This is an optimization exercise on Yosys and OpenROAD, whose aim is small area, not a production implementation.
Only simulation tests tie the RTL to the original design; equivalence was not proved.
No activity file was given, so power comes from the tool's default toggle rates.

<file path="design/flow/constraint.sdc">
create_clock -name core_clock -period 8.0 [get_ports {clk}]
set_input_delay 1.6000 -clock core_clock [delete_from_list [all_inputs] [get_ports {clk}]]
set_output_delay 1.6000 -clock core_clock [all_outputs]
set_load 0.01 [all_outputs]
</file>
<file path="design/flow/standard.sh">
#!/bin/bash
# synth_recipe.tcl (not shown) runs the flow's synth.tcl, then flattens the netlist and writes it again
# the make line also repeats each setting of config.mk as NAME=value (left out here)
make -C /OpenROAD-flow-scripts/flow DESIGN_CONFIG=/design/flow/config.mk WORK_HOME=/design/flow/orfs CLKGATE_MAP_FILE= SYNTH_SCRIPT=/design/flow/synth_recipe.tcl "${@:-finish}"
</file>
<file path="design/flow/design.v">
module ubx_navpvt_rx (
    input  wire         clk,
    input  wire         rst,         
    input  wire         in_valid,
    output wire         in_ready,
    input  wire [7:0]   in_byte,
    input  wire [31:0]  now,
    input  wire         cb_set,
    input  wire         cb_en,
    input  wire         msg_load,    
    input  wire         fix_load,    
    input  wire [31:0]  cnt_data,
    output reg          fix_event,
    output wire [703:0] rec,
    output reg          valid_fix,
    output reg  [31:0]  msg_count,
    output reg  [31:0]  fix_count,
    output wire [31:0]  fix_age
);
    reg  [6:0]   pos;
    reg  [7:0]   ck_a;
    reg  [7:0]   ck_b;
    reg          ck_a_ok;
    reg  [687:0] wrec;         
    reg  [687:0] crec;         
    reg          committed;    
    reg  [31:0]  last_fix_ts;
    reg          hook_en;
    assign in_ready = 1'b1;
    assign rec = {crec, 5'd0, {3{committed}}, 7'd0, committed};
    wire in_body   = (pos >= 7'd4) && (pos <= 7'd89);
    wire shift     = in_valid && in_body;
    wire do_ckb    = in_valid && (pos == 7'd91);
    wire do_commit = do_ckb && ck_a_ok && (ck_b == in_byte);
    wire [7:0] w_fixtype = wrec[8*22 +: 8];    
    wire w_is_fix  = (w_fixtype != 8'd0) && (w_fixtype != 8'd5);
    wire do_fix    = do_commit && w_is_fix;
    wire [7:0] ck_a_next = ck_a + in_byte;
    always @(posedge clk) begin
        if (rst) begin
            pos <= 7'd0;
        end else if (in_valid) begin
            case (pos)
                7'd0: pos <= (in_byte == 8'hB5) ? 7'd1 : 7'd0;
                7'd1: pos <= (in_byte == 8'h62) ? 7'd2 : 7'd0;
                7'd2: pos <= (in_byte == 8'h01) ? 7'd3 : 7'd0;
                7'd3: pos <= (in_byte == 8'h07) ? 7'd4 : 7'd0;
                7'd91: pos <= 7'd0;
                default: pos <= pos + 7'd1;
            endcase
        end
    end
    always @(posedge clk) begin
        if (pos <= 7'd3) begin
            ck_a <= 8'h08;
            ck_b <= 8'h09;
        end else if (shift) begin
            ck_a <= ck_a_next;
            ck_b <= ck_b + ck_a_next;
        end
        if (in_valid && pos == 7'd90)
            ck_a_ok <= (ck_a == in_byte);
    end
    wire w_s1 = shift;                       
    wire w_s0 = ~shift;                      
    wire c_s1 = do_commit & ~rst;            
    wire c_s0 = ~do_commit & ~rst;           
    wire t_s1 = do_fix & ~rst;               
    wire t_s0 = ~do_fix & ~rst;              
    wire m_s1 = msg_load & ~rst;             
    wire m_s0 = ~msg_load & ~rst;            
    wire f_s1 = fix_load & ~rst;             
    wire f_s0 = ~fix_load & ~rst;            
    wire [32:0] m_tog;
    wire [32:0] f_tog;
    wire [32:0] m_hi1;
    wire [32:0] f_hi1;
    assign m_tog[0] = do_commit;
    assign f_tog[0] = do_fix;
    assign m_hi1[22] = 1'b1;
    assign f_hi1[22] = 1'b1;
    wire [687:0] wrec_d;
    wire [687:0] crec_d;
    wire [31:0]  ts_d;
    wire [31:0]  mc_d;
    wire [31:0]  fc_d;
    genvar g;
    generate
        for (g = 0; g < 688; g = g + 1) begin : g_rec
            ubx_sel2 u_w (.s1(w_s1), .a(g < 680 ? wrec[g+8] : in_byte[g-680]),
                          .s0(w_s0), .b(wrec[g]), .y(wrec_d[g]));
            ubx_sel2 u_c (.s1(c_s1), .a(wrec[g]), .s0(c_s0), .b(crec[g]),
                          .y(crec_d[g]));
        end
        for (g = 0; g < 32; g = g + 1) begin : g_w32
            if (g < 22) begin : g_lo
                assign m_tog[g+1] = m_tog[g] & msg_count[g];
                assign f_tog[g+1] = f_tog[g] & fix_count[g];
            end else begin : g_hi
                assign m_hi1[g+1] = m_hi1[g] & msg_count[g];
                assign f_hi1[g+1] = f_hi1[g] & fix_count[g];
                assign m_tog[g+1] = m_tog[22] & m_hi1[g+1];
                assign f_tog[g+1] = f_tog[22] & f_hi1[g+1];
            end
            ubx_sel2 u_t (.s1(t_s1), .a(now[g]), .s0(t_s0), .b(last_fix_ts[g]),
                          .y(ts_d[g]));
            ubx_sel2 u_m (.s1(m_s1), .a(cnt_data[g]), .s0(m_s0),
                          .b(msg_count[g] ^ m_tog[g]),
                          .y(mc_d[g]));
            ubx_sel2 u_f (.s1(f_s1), .a(cnt_data[g]), .s0(f_s0),
                          .b(fix_count[g] ^ f_tog[g]),
                          .y(fc_d[g]));
        end
    endgenerate
    always @(posedge clk) begin
        wrec        <= wrec_d;
        crec        <= crec_d;
        last_fix_ts <= ts_d;
        msg_count   <= mc_d;
        fix_count   <= fc_d;
    end
    always @(posedge clk) begin
        if (rst) begin
            committed   <= 1'b0;
            valid_fix   <= 1'b0;
            hook_en     <= 1'b0;
            fix_event   <= 1'b0;
        end else begin
            fix_event <= do_fix && hook_en;
            if (do_ckb)
                valid_fix <= do_fix;
            if (do_commit)
                committed <= 1'b1;
            if (cb_set)
                hook_en <= cb_en;
        end
    end
    wire [31:0] age_b = last_fix_ts;
    wire [31:0] age_p = ~(now ^ age_b);
    wire [31:0] age_g0 = age_b & ~now;
    wire age_gi0 = age_g0[0];
    wire age_G0 = age_g0[1] | (age_p[1] & age_gi0);
    wire age_G1 = age_g0[3] | (age_p[3] & age_g0[2]);
    wire age_P1 = age_p[3] & age_p[2];
    wire age_G2 = age_g0[5] | (age_p[5] & age_g0[4]);
    wire age_P2 = age_p[5] & age_p[4];
    wire age_G3 = age_g0[7] | (age_p[7] & age_g0[6]);
    wire age_P3 = age_p[7] & age_p[6];
    wire age_G4 = age_g0[9] | (age_p[9] & age_g0[8]);
    wire age_P4 = age_p[9] & age_p[8];
    wire age_G5 = age_g0[11] | (age_p[11] & age_g0[10]);
    wire age_P5 = age_p[11] & age_p[10];
    wire age_G6 = age_g0[13] | (age_p[13] & age_g0[12]);
    wire age_P6 = age_p[13] & age_p[12];
    wire age_G7 = age_g0[15] | (age_p[15] & age_g0[14]);
    wire age_P7 = age_p[15] & age_p[14];
    wire age_G8 = age_g0[17] | (age_p[17] & age_g0[16]);
    wire age_P8 = age_p[17] & age_p[16];
    wire age_G9 = age_g0[19] | (age_p[19] & age_g0[18]);
    wire age_P9 = age_p[19] & age_p[18];
    wire age_G10 = age_g0[21] | (age_p[21] & age_g0[20]);
    wire age_P10 = age_p[21] & age_p[20];
    wire age_G11 = age_g0[23] | (age_p[23] & age_g0[22]);
    wire age_P11 = age_p[23] & age_p[22];
    wire age_G12 = age_g0[25] | (age_p[25] & age_g0[24]);
    wire age_P12 = age_p[25] & age_p[24];
    wire age_G13 = age_g0[27] | (age_p[27] & age_g0[26]);
    wire age_P13 = age_p[27] & age_p[26];
    wire age_G14 = age_g0[29] | (age_p[29] & age_g0[28]);
    wire age_P14 = age_p[29] & age_p[28];
    wire age_G15 = age_g0[31] | (age_p[31] & age_g0[30]);
    wire age_P15 = age_p[31] & age_p[30];
    wire age_G16 = age_G1 | (age_P1 & age_G0);
    wire age_G17 = age_G3 | (age_P3 & age_G2);
    wire age_P17 = age_P3 & age_P2;
    wire age_G18 = age_G5 | (age_P5 & age_G4);
    wire age_P18 = age_P5 & age_P4;
    wire age_G19 = age_G7 | (age_P7 & age_G6);
    wire age_P19 = age_P7 & age_P6;
    wire age_G20 = age_G9 | (age_P9 & age_G8);
    wire age_P20 = age_P9 & age_P8;
    wire age_G21 = age_G11 | (age_P11 & age_G10);
    wire age_P21 = age_P11 & age_P10;
    wire age_G22 = age_G13 | (age_P13 & age_G12);
    wire age_P22 = age_P13 & age_P12;
    wire age_G23 = age_G15 | (age_P15 & age_G14);
    wire age_P23 = age_P15 & age_P14;
    wire age_G24 = age_G17 | (age_P17 & age_G16);
    wire age_G25 = age_G19 | (age_P19 & age_G18);
    wire age_P25 = age_P19 & age_P18;
    wire age_G26 = age_G21 | (age_P21 & age_G20);
    wire age_P26 = age_P21 & age_P20;
    wire age_G27 = age_G23 | (age_P23 & age_G22);
    wire age_P27 = age_P23 & age_P22;
    wire age_G28 = age_G25 | (age_P25 & age_G24);
    wire age_G29 = age_G27 | (age_P27 & age_G26);
    wire age_P29 = age_P27 & age_P26;
    wire age_G30 = age_G29 | (age_P29 & age_G28);
    wire age_G31 = age_G26 | (age_P26 & age_G28);
    wire age_G32 = age_G18 | (age_P18 & age_G24);
    wire age_G33 = age_G20 | (age_P20 & age_G28);
    wire age_G34 = age_G22 | (age_P22 & age_G31);
    wire age_G35 = age_G2 | (age_P2 & age_G16);
    wire age_G36 = age_G4 | (age_P4 & age_G24);
    wire age_G37 = age_G6 | (age_P6 & age_G32);
    wire age_G38 = age_G8 | (age_P8 & age_G28);
    wire age_G39 = age_G10 | (age_P10 & age_G33);
    wire age_G40 = age_G12 | (age_P12 & age_G31);
    wire age_G41 = age_G14 | (age_P14 & age_G34);
    wire age_G42 = age_g0[2] | (age_p[2] & age_G0);
    wire age_G43 = age_g0[4] | (age_p[4] & age_G16);
    wire age_G44 = age_g0[6] | (age_p[6] & age_G35);
    wire age_G45 = age_g0[8] | (age_p[8] & age_G24);
    wire age_G46 = age_g0[10] | (age_p[10] & age_G36);
    wire age_G47 = age_g0[12] | (age_p[12] & age_G32);
    wire age_G48 = age_g0[14] | (age_p[14] & age_G37);
    wire age_G49 = age_g0[16] | (age_p[16] & age_G28);
    wire age_G50 = age_g0[18] | (age_p[18] & age_G38);
    wire age_G51 = age_g0[20] | (age_p[20] & age_G33);
    wire age_G52 = age_g0[22] | (age_p[22] & age_G39);
    wire age_G53 = age_g0[24] | (age_p[24] & age_G31);
    wire age_G54 = age_g0[26] | (age_p[26] & age_G40);
    wire age_G55 = age_g0[28] | (age_p[28] & age_G34);
    wire age_G56 = age_g0[30] | (age_p[30] & age_G41);
    assign fix_age[0] = ~age_p[0];
    assign fix_age[1] = ~age_p[1] ^ age_gi0;
    assign fix_age[2] = ~age_p[2] ^ age_G0;
    assign fix_age[3] = ~age_p[3] ^ age_G42;
    assign fix_age[4] = ~age_p[4] ^ age_G16;
    assign fix_age[5] = ~age_p[5] ^ age_G43;
    assign fix_age[6] = ~age_p[6] ^ age_G35;
    assign fix_age[7] = ~age_p[7] ^ age_G44;
    assign fix_age[8] = ~age_p[8] ^ age_G24;
    assign fix_age[9] = ~age_p[9] ^ age_G45;
    assign fix_age[10] = ~age_p[10] ^ age_G36;
    assign fix_age[11] = ~age_p[11] ^ age_G46;
    assign fix_age[12] = ~age_p[12] ^ age_G32;
    assign fix_age[13] = ~age_p[13] ^ age_G47;
    assign fix_age[14] = ~age_p[14] ^ age_G37;
    assign fix_age[15] = ~age_p[15] ^ age_G48;
    assign fix_age[16] = ~age_p[16] ^ age_G28;
    assign fix_age[17] = ~age_p[17] ^ age_G49;
    assign fix_age[18] = ~age_p[18] ^ age_G38;
    assign fix_age[19] = ~age_p[19] ^ age_G50;
    assign fix_age[20] = ~age_p[20] ^ age_G33;
    assign fix_age[21] = ~age_p[21] ^ age_G51;
    assign fix_age[22] = ~age_p[22] ^ age_G39;
    assign fix_age[23] = ~age_p[23] ^ age_G52;
    assign fix_age[24] = ~age_p[24] ^ age_G31;
    assign fix_age[25] = ~age_p[25] ^ age_G53;
    assign fix_age[26] = ~age_p[26] ^ age_G40;
    assign fix_age[27] = ~age_p[27] ^ age_G54;
    assign fix_age[28] = ~age_p[28] ^ age_G34;
    assign fix_age[29] = ~age_p[29] ^ age_G55;
    assign fix_age[30] = ~age_p[30] ^ age_G41;
    assign fix_age[31] = ~age_p[31] ^ age_G56;
endmodule
module ubx_sel2 (
    input  wire s1,
    input  wire a,
    input  wire s0,
    input  wire b,
    output wire y
);
    assign y = (s1 & a) | (s0 & b);
endmodule
</file>
<file path="design/flow/flow/run.sh">
#!/bin/bash
# Layout flow: the standard ORFS layout (standard.sh) with two changes:
#  - the port buffers that placement puts on every input and output are the
#    smallest buffer cell, sky130_fd_sc_hd__buf_1;
#  - clock tree synthesis uses clkbuf_4 cells, smaller sink clusters than the
#    default and no dummy loads.
set -euo pipefail
export BUFFER_PORTS_ARGS="-buffer_cell sky130_fd_sc_hd__buf_1"
export CTS_ARGS="-sink_clustering_enable -repair_clock_nets -dont_use_dummy_load -buf_list sky130_fd_sc_hd__clkbuf_4 -sink_clustering_size 10 -sink_clustering_max_diameter 40"
bash standard.sh finish > standard_flow.log 2>&1
</file>
<file path="design/flow/config.mk">
export PLATFORM = sky130hd
export DESIGN_NAME = ubx_navpvt_rx
export DESIGN_NICKNAME = ubx_navpvt_rx
export VERILOG_FILES = /design/flow/design.v
export SDC_FILE = /design/flow/constraint.sdc
export NUM_CORES = 4
export LEC_CHECK = 0
export CAP_MARGIN = 20
export CORE_MARGIN = 2
export CORE_UTILIZATION = 70
export PLACE_DENSITY = 0.78
export SLEW_MARGIN = 20
export SYNTH_HIERARCHICAL = 1
export SYNTH_MINIMUM_KEEP_SIZE = 0
</file>
==> results.txt <==
[state kept, by name, summed over array words and instances, names as in the netlist]
register / count
fix_event: 1
ck_a: 8
crec: 688
wrec: 688
msg_count: 32
ck_b: 8
ck_a_ok: 1
last_fix_ts: 32
pos: 7
hook_en: 1
committed: 1
fix_count: 32
valid_fix: 1
[modules after synthesis, one instance, submodules excluded]
module	cells inside	copies in the design
ubx_navpvt_rx	1983	1
ubx_sel2	1	1472
[placed cells by master, fill, tap and decap left out, drive strengths merged, types with 2 or more instances in the layout]
cell type  synthesis  routed
nor2              44      44
nor4               4       4
nand4b             2       2
dfxtp           1499    1499
inv               68      67
o41ai              3       3
a31o               3       3
buf               21     901
a21oi             25      25
a21o              19      19
ha                93      93
xor2              13      13
o21bai             5       5
a221oi             2       2
o21ai             16      16
nand2             22      22
conb               2      13
or3                3       3
nor3               9       9
or2                4       4
clkbuf             3     176
nand4              9       9
a22o            1472    1472
diode              0       5
nand3             21      21
o211ai             2       2
fa                18      18
a311oi             2       2
and3              10      10
nor2b              4       4
xnor2             47      47
[power by group]
group / leakage [nW] / switching [mW] / total, mW / internal (mW)
combinational: 8.11 / 0.358 / 0.545 / 0.186
clock: 0.810 / 2.22 / 3.23 / 1.01
sequential: 12.1 / 0.129 / 7.73 / 7.60
[cell type report]
class / instances / area share [%]
antenna: 5 / 0.02376
clock buffer: 176 / 2.509
inverter: 68 / 0.4918
multi-input combinational: 1874 / 30.97
sequential: 1500 / 57.04
tap: 864 / 2.053
timing repair buffer: 901 / 6.918
[routing by layer]
metal	part of all wire (%)	GRT usage, %	wire, um
met5	0	0	0
met1	39	44.05	50640
met2	46	55.18	59140
met4	6.2	21.14	7974
met3	8.9	10.55	11510
[cells by family after synthesis]
logic type | share of synthesized area, %
AO/OA/AOI/OAI | 28.82
flip-flops | 64.40
AND/OR/NAND/NOR | 1.443
adder cells (fa/ha/maj) | 3.267
buffers and inverters | 0.9066
XOR/XNOR | 1.127
other | 0.01610
multiplexers | 0.02146
[worst reg2reg max path, delay by kind of cell (launching register included)]
| kind | cells | cell delay (ns) |
|---|---|---|
| and+or+nand+nor | 8 | 1.53 |
| buffers and inverters | 1 | 0.09 |
| adders and majority gates | 22 | 4.01 |
| xor gates and xnor gates | 1 | 0.05 |
| AOI/OAI and AO/OA | 1 | 0.17 |
| DFF | 1 | 0.36 |
[Yosys cell counts, types with 9 or more instances]
cell type  instances  area [um2]
a21oi_1           25       125.1
o21ai_0           14       70.07
ha_1              93        1164
inv_1             68       255.2
fa_1              18       360.4
nor2_1            43       161.4
nand2_1           22       82.58
nand4_1            9       56.30
and3_1            10       62.56
dfxtp_1         1499       30010
xor2_1            13       113.9
nor3_1             9       45.04
buf_4             18       135.1
xnor2_1           47       411.6
a21o_1            19       142.6
nand3_1           21       105.1
a22o_1          1472       12890
[metrics by stage]
step	util, %	hold slack, ns	setup WS [ns]	area [um2]	setup TNS, ns
after global routing	79.95	0.4574	1.170	52660	0
after detailed placement	77.94	0.4505	0.5340	51330	0
after global placement	77.94	0.4458	0.6377	51330	0
final	79.96	0.4444	1.539	52660	0
after CTS	79.94	0.4454	1.639	52650	0
after floorplan	-	0.4291	-2.290	46790	-2360.95
[worst paths after layout]
check | start | end | slack [ns]
setup / recovery | in_byte[0] | fix_count[31] | 1.54
hold / removal | hook_en | fix_event | 0.44
setup reg to reg | wrec[179] | fix_count[31] | 1.72
hold reg to reg | hook_en | fix_event | 0.44
==> impl_metrics.csv <==
group,metric,value,unit
final_layout,areaGrowthSynthToFinish,12.90,%
clocking,cts.sinks,1500,
timing,fin_skew,0.1317,ns
final_layout,layout-drive-gt1-share,5.200,%
place,post-place-cells,5207,
outcome,outcome,"timing/DRC/antenna clean",
clocking,htree_levels,4,
clocking,cts_tree,"done",
synthesis,synth_cell_type_count,50,
global_routing,track_usage,35.54,%
critical_path,reg2reg_depth,33,
timing,period_needed,6.461,ns
clocking,cts_buffers,176,
synthesis,synthCells,3455,
power,p_total,11.50,mW
critical_path,cp.required,8.91,ns
floorplan,pin_count,882,
power,vdd_drop_max,0.0001327,V
clocking,cts_resized,0,
floorplan,rows,94,
synthesis,synthesis.area,46650,um2
floorplan,die-width,262.1,um
place,gp_congestion,0.9080,
place,portBuffers,868,
drt,drc_errors,0,
global_routing,antenna_found_initial,4,
clocking,cts_root_buf,"clkbuf_4",
final_layout,layout.nets,4711,
critical_path,crit_path_max_fanout,6,
final_layout,multi_input_area,16310,um2
clocking,post_cts_buffers,0,
drt,dr.pass1.iters,5,
global_routing,gr-total-overflow,0,
floorplan,die-area,68720,um2
synthesis,synth_warnings,7,
floorplan,start_util,70.82,%
critical_path,crit_family,"adder cells",
final_layout,layout.cells.non_filler,5388,
clocking,insertion_delay,1.06,ns
drt,vias_per_cell,6.367,
synthesis,synth_edf_count,1,
synthesis,synth_flop_cell,"dfxtp_1",
critical_path,crit_buf_inv,2,
critical_path,start_kind,"input pin",
critical_path,cp-end-kind,"flip-flop",
floorplan,dieHeight,262.1,um
drt,drtIter0Drc,3220,
final_layout,regArea,30040,um2
timing,slew_violations,0,
timing,finalHoldViolations,0,
place,dp_hpwl,88830,um
critical_path,worstSetupPathType,"input pin to flip-flop",
global_routing,grt_pass1_vias,31610,
critical_path,arrival,7.37,ns
synthesis,syn_avg_cell_area,13.50,um2
run,maxCapViolCount,0,
drt,wl_per_cell,23.99,um
critical_path,cp_common_cell,"ha_1",
power,p_leak,21.02,nW
final_layout,num-fill-cells,4240,
timing,rsz0062_at_grt,"no",
synthesis,ys_seq_area_share,64.40,%
clocking,cts_buffer_depth,3,
timing,fin_crit_sh,80.76,%
timing,slew_headroom,14.53,%
critical_path,path_depth,35,
critical_path,slowest_delay,0.33,ns
global_routing,grt_max_degree,247,
drt,ant_nets,0,
clocking,clk_pin_slew,0.10,ns
timing,fmax,0.1548,GHz
timing,setup_viol,0,
drt,vias,34310,
min_path,worstHoldPathType,"flip-flop to flip-flop",
min_path,hold_path_depth,1,
power,p_per_area,218.4,nW/um2
critical_path,cpMaxStageDelayCell,"buf_1",
floorplan,coreArea,65860,um2
timing,tightestPinTransition,1.282,ns
synthesis,async_flop_share,0,%
synthesis,ys_ff_latch,1500,
drt,wl,129300,um
global_routing,grt_pass1_wl,189900,um
clocking,postCtsHoldBufs,0,

## static timing again, ports no longer ideal
The results above use ideal ports. As a check the final layout listed here was re-extracted and re-timed, cells and wires unchanged. Step 1: set_driving_cell puts a clkbuf_16 on clk and a buf_2 on each other input, an assumption about the parent block. Step 2, shift: input delay + t, output delay - t, t = (earliest + latest rising clock arrival at the registers) / 2. This alone moves slack from input paths to output paths. Slacks: no drivers / after step 1 / after step 2; pairs: no drivers / after step 1.
t, ns: 1.058
setup slack, ns: 1.539 / 1.507 / 0.449
hold WS [ns]: 0.444 / 0.444 / 0.444
After both steps setup and hold are still met in this run. For this run, drivers alone change the setup slack by -0.032 ns; drivers and shift together by -1.090 ns.
